What follows belongs to an exercise in optimizing a design on an open flow for small area, a short achievable clock period and few clock cycles; a production flow would make more cautious choices. RTL that was checked went through simulation tests only; none was proved equivalent to the original. Power is estimated from default activity; no workload was simulated.

## sierra
// bdm_codec
module bdm_codec (
    input  wire         clk,
    input  wire         rst,
    input  wire         req_valid,
    output wire         req_ready,
    input  wire [7:0]   req,
    input  wire [7:0]   p0,
    input  wire [7:0]   p1,
    input  wire [39:0]  hdr,
    input  wire [8:0]   din_len,
    input  wire         din_valid,
    output wire         din_ready,
    input  wire [7:0]   din_data,
    output wire         dout_valid,
    input  wire         dout_ready,
    output wire [7:0]   dout_data,
    output wire         dout_last,
    output wire         done,
    output wire [3:0]   st,
    output wire [2:0]   cls,
    output wire [7:0]   rb,
    output wire         rf,
    output wire [7:0]   opc,
    output wire [7:0]   ctl,
    output wire [7:0]   len,
    output wire [191:0] fld,
    output wire [7:0]   fv
);
Size in the first run: roughly 1200 cells after synthesis, ~340 I/O pins, ~11000 um^2 of cells after synthesis.
clock: 6.0 ns
lec_check: 0
cap_margin: 20
core_margin: 2
core_utilization: 40
setup_slack_margin: 3.5
slew_margin: 20
standard.sh (not shown) runs the stock make flow with config.mk's settings and CLKGATE_MAP_FILE= SYNTH_SCRIPT=/design/flow/synth_recipe.tcl, a recipe that flattens the netlist after the stock synthesis.
==> flow/flow/run.sh <==
#!/bin/bash
set -euo pipefail
export BUFFER_PORTS_ARGS="-buffer_cell sky130_fd_sc_hd__buf_1"
bash standard.sh > standard.log 2>&1
sierra finished all stages; the layout is clean.
Relative to sierra, the following input files were edited for willow:
- changing SETUP_SLACK_MARGIN from 3.5 to 4.5
Findings:
Comparing the two runs side by side, willow comes out behind sierra on total power. The timing endpoint of the critical path comes out b[11][7]$_DFFE_PP_ in one run and b[13][6]$_DFFE_PP_ in the other, namely in willow and sierra respectively. On sequential share of power, the higher figure sits with sierra, not willow. willow finished end to end and its layout was clean on timing, DRC and antenna. In the metrics for willow and sierra, the one carrying the higher setup slack on the worst flop-to-flop path is willow. Summary of willow over sierra: setup slack of the critical path after layout decreased by 0.0051 ns relative to the old numbers; largest voltage drop on the vdd net now sits higher; number of logic stages on the critical path including buffering now sits higher; number of sequential cells in the layout did not really move; wire length reported by the detailed router now larger.
--- input diff willow..yarrow ---
- CTS_BUF_LIST: unset -> sky130_fd_sc_hd__clkbuf_8
- SETUP_SLACK_MARGIN: 4.5 -> 3.5
Results
Run comparison: willow worst-path cell with the longest stage delay sky130_fd_sc_hd__nor3_4; yarrow worst-path cell with the longest stage delay sky130_fd_sc_hd__a2111oi_4. Every run in the comparison, yarrow and willow, completed the flow with a clean layout. Taking willow as the reference, in yarrow clock buffer count in the final layout went up, hold slack saw little to no change, wire length shrank by about 15%, count of pins on the block boundary shows no meaningful change. Compared with willow, yarrow instantiates a smaller number of standard cells.
Function was not checked in any run of this note: the RTL went through the layout flow alone.

== run D ==
Another version of the RTL of bdm_codec (not shown whole).
Size in the first run: roughly 1400 cells after synthesis, roughly 220 flip-flops, ~340 I/O pins, about 12000 um2 of cells after synthesis.
==> flow/design.v (excerpt) <==
module bdm_codec (
    input  wire         clk,
    input  wire         rst,
    input  wire         req_valid,
    output wire         req_ready,
    input  wire [7:0]   req,
    input  wire [7:0]   p0,
    input  wire [7:0]   p1,
    input  wire [39:0]  hdr,
    input  wire [8:0]   din_len,
    input  wire         din_valid,
    output wire         din_ready,
    input  wire [7:0]   din_data,
    output wire         dout_valid,
    input  wire         dout_ready,
    output wire [7:0]   dout_data,
    output wire         dout_last,
    output wire         done,
    output wire [3:0]   st,
    output wire [2:0]   cls,
    output wire [7:0]   rb,
    output wire         rf,
    output wire [7:0]   opc,
    output wire [7:0]   ctl,
    output wire [7:0]   len,
    output wire [191:0] fld,
    output wire [7:0]   fv
);
Settings: LEC_CHECK=0, ABC_AREA=1, CAP_MARGIN=20, CORE_MARGIN=2, CORE_UTILIZATION=40, CTS_BUF_LIST=sky130_fd_sc_hd__clkbuf_16, CTS_CLUSTER_DIAMETER=60, CTS_CLUSTER_SIZE=16, PLACE_DENSITY=0.7, SETUP_SLACK_MARGIN=3.5, SLEW_MARGIN=20; clock period 6.0 ns.
Scripts as last shown in full above: flow/flow/run.sh
Run D ran to completion and came out clean on the timing, DRC and antenna checks.
Testbench counts of run D, summed over its fixed seeds: cycles 26,864.
--- input diff run D..run E ---
- CTS_CLUSTER_SIZE now 20, was 16
- CTS_CLUSTER_DIAMETER now 80, was 60
Results
Looking at portion of total power attributed to the clock network, run E sits 3.3 points below run D.
Against run D, run E reports a total power that is lower.
Of the two values seen for worst setup path startpoint, din_valid was produced by run D and gfn[4] by run E.
Between run E and run D, the routed wire length does not differ in any meaningful way.
In the reports for run D and run E, the smaller switching part of the total power belongs to run D.
Number of buffers created by CTS came out lower on run E than on run D.
On clock skew, run E does worse than run D.
Compared run D against run E; via count of the first global-routing pass within noise.
When the final numbers for run D and run E were put side by side, the share of the clock period used by the worst path after layout turned out to be smaller in run D.

P:
Another version of the RTL of bdm_codec (not shown whole).
Size: roughly 1,200 cells after synthesis, roughly 220 flip-flops, roughly 340 I/O pins, ~0.011 mm^2 of cells after synthesis.
clock: 6.0 ns
lec_check: 0
cap_margin: 20
core_margin: 2
core_utilization: 50
cts_buf_list: sky130_fd_sc_hd__clkbuf_8
setup_slack_margin: 3.5
slew_margin: 20
Scripts as last shown in full above: flow/flow/run.sh
P went all the way through the flow, and no timing, DRC or antenna check failed.
Testbench counts of P, summed over its fixed seeds: cycles 26,864.
Relative to P, the following input files were edited for Q:
- changing CTS_BUF_LIST from sky130_fd_sc_hd__clkbuf_8 to sky130_fd_sc_hd__clkbuf_16
- changing CORE_UTILIZATION from 50 to 35
- setting CTS_CLUSTER_SIZE to 20 for the first time
- setting CTS_CLUSTER_DIAMETER to 80 for the first time
### Flow results
Comparing Q against P, there is no change at all in I/O pin count. Compare Q and P | horizontal die dimension higher: Q. [compare] base=P new=Q: area fraction of clock buffers and clock inverters went down by 1.6 points, logic gate share of total power grew by 0.9 points, fraction of power consumed by sequential logic shows an increase of 3.6 points, number of clock-tree buffers in the layout went down, final non-filler cell area went down about 3.6%. Diff P -> Q | die area | up by more than a quarter. Q ends up with lower final total power than P does. Diff P..Q | maximum clock frequency | negligible. Q went all the way through the flow, and no timing, DRC or antenna check failed.
> inputs changed (Q -> R)
- CORE_UTILIZATION: 35 -> 40
- ABC_AREA: unset -> 1
- PLACE_DENSITY: unset -> 0.7
- GPL_TIMING_DRIVEN: unset -> 0
Notes after the runs:
First-pass detailed-route iteration total came out exactly the same in Q and R.
Re final HPWL from detailed placement: R is about 1.1% up on Q.
From Q to R the numbers moved as follows: final critical-path setup slack went down by 49 ps; area after synthesis up 1.4%; combinational share of power rose by 5.2 points; final critical path time including I/O delays and setup shows an increase of 49 ps; combinational gate power up 51%.
Changes observed in R relative to Q: post-placement setup slack now sits higher, final area climbed 920 um^2.
> inputs changed (R -> S)
- removing ABC_AREA (formerly 1)
- removing PLACE_DENSITY (formerly 0.7)
- removing GPL_TIMING_DRIVEN (formerly 0)
Results
- Changes observed in S relative to R: proportion of power drawn by combinational gates saw a decrease, final core utilization saw a decrease, setup slack of the critical path after layout saw an increase, pin count of the biggest net entering global routing saw an increase.

-- separate check: timing with driven ports --
Ports are ideal in the flow. The routed layouts listed here were re-timed in OpenROAD.
Step 1 sets driving cells, clkbuf_16 on the clock port and buf_2 on the other inputs (assumed; they add their load-dependent delay and slew).
Step 2 also shifts input and output timing later by t, the mid clock arrival at the registers, as if the neighbouring blocks saw the same clock.
a / b / c = no drivers / after step 1 / after step 2; a / b = the first two.
run	t, ns	setup slack, ns	latest minus earliest clock arrival (ns)	worst register clock-pin slew, ns
sierra	0.579	3.405 / 3.388 / 2.836	0.027 / 0.027	0.07 / 0.07
willow	0.583	3.400 / 3.395 / 2.843	0.018 / 0.017	0.06 / 0.06
yarrow	0.587	3.413 / 3.410 / 2.831	0.029 / 0.029	0.07 / 0.07
run D	0.538	3.538 / 3.503 / 3.027	0.018 / 0.018	0.07 / 0.07
run E	0.530	3.509 / 3.460 / 3.104	0.036 / 0.037	0.09 / 0.09
P	0.591	3.416 / 3.370 / 2.883	0.036 / 0.036	0.07 / 0.07
Q	0.549	3.421 / 3.367 / 2.890	0.027 / 0.027	0.10 / 0.10
R	0.530	3.372 / 3.329 / 3.033	0.042 / 0.042	0.09 / 0.09
S	0.540	3.484 / 3.468 / 2.953	0.037 / 0.037	0.09 / 0.09
After both steps setup and hold are still met in every run listed. The setup slack of yarrow, which loses most, moves by -0.003 ns with the drivers and by -0.582 ns with both steps.
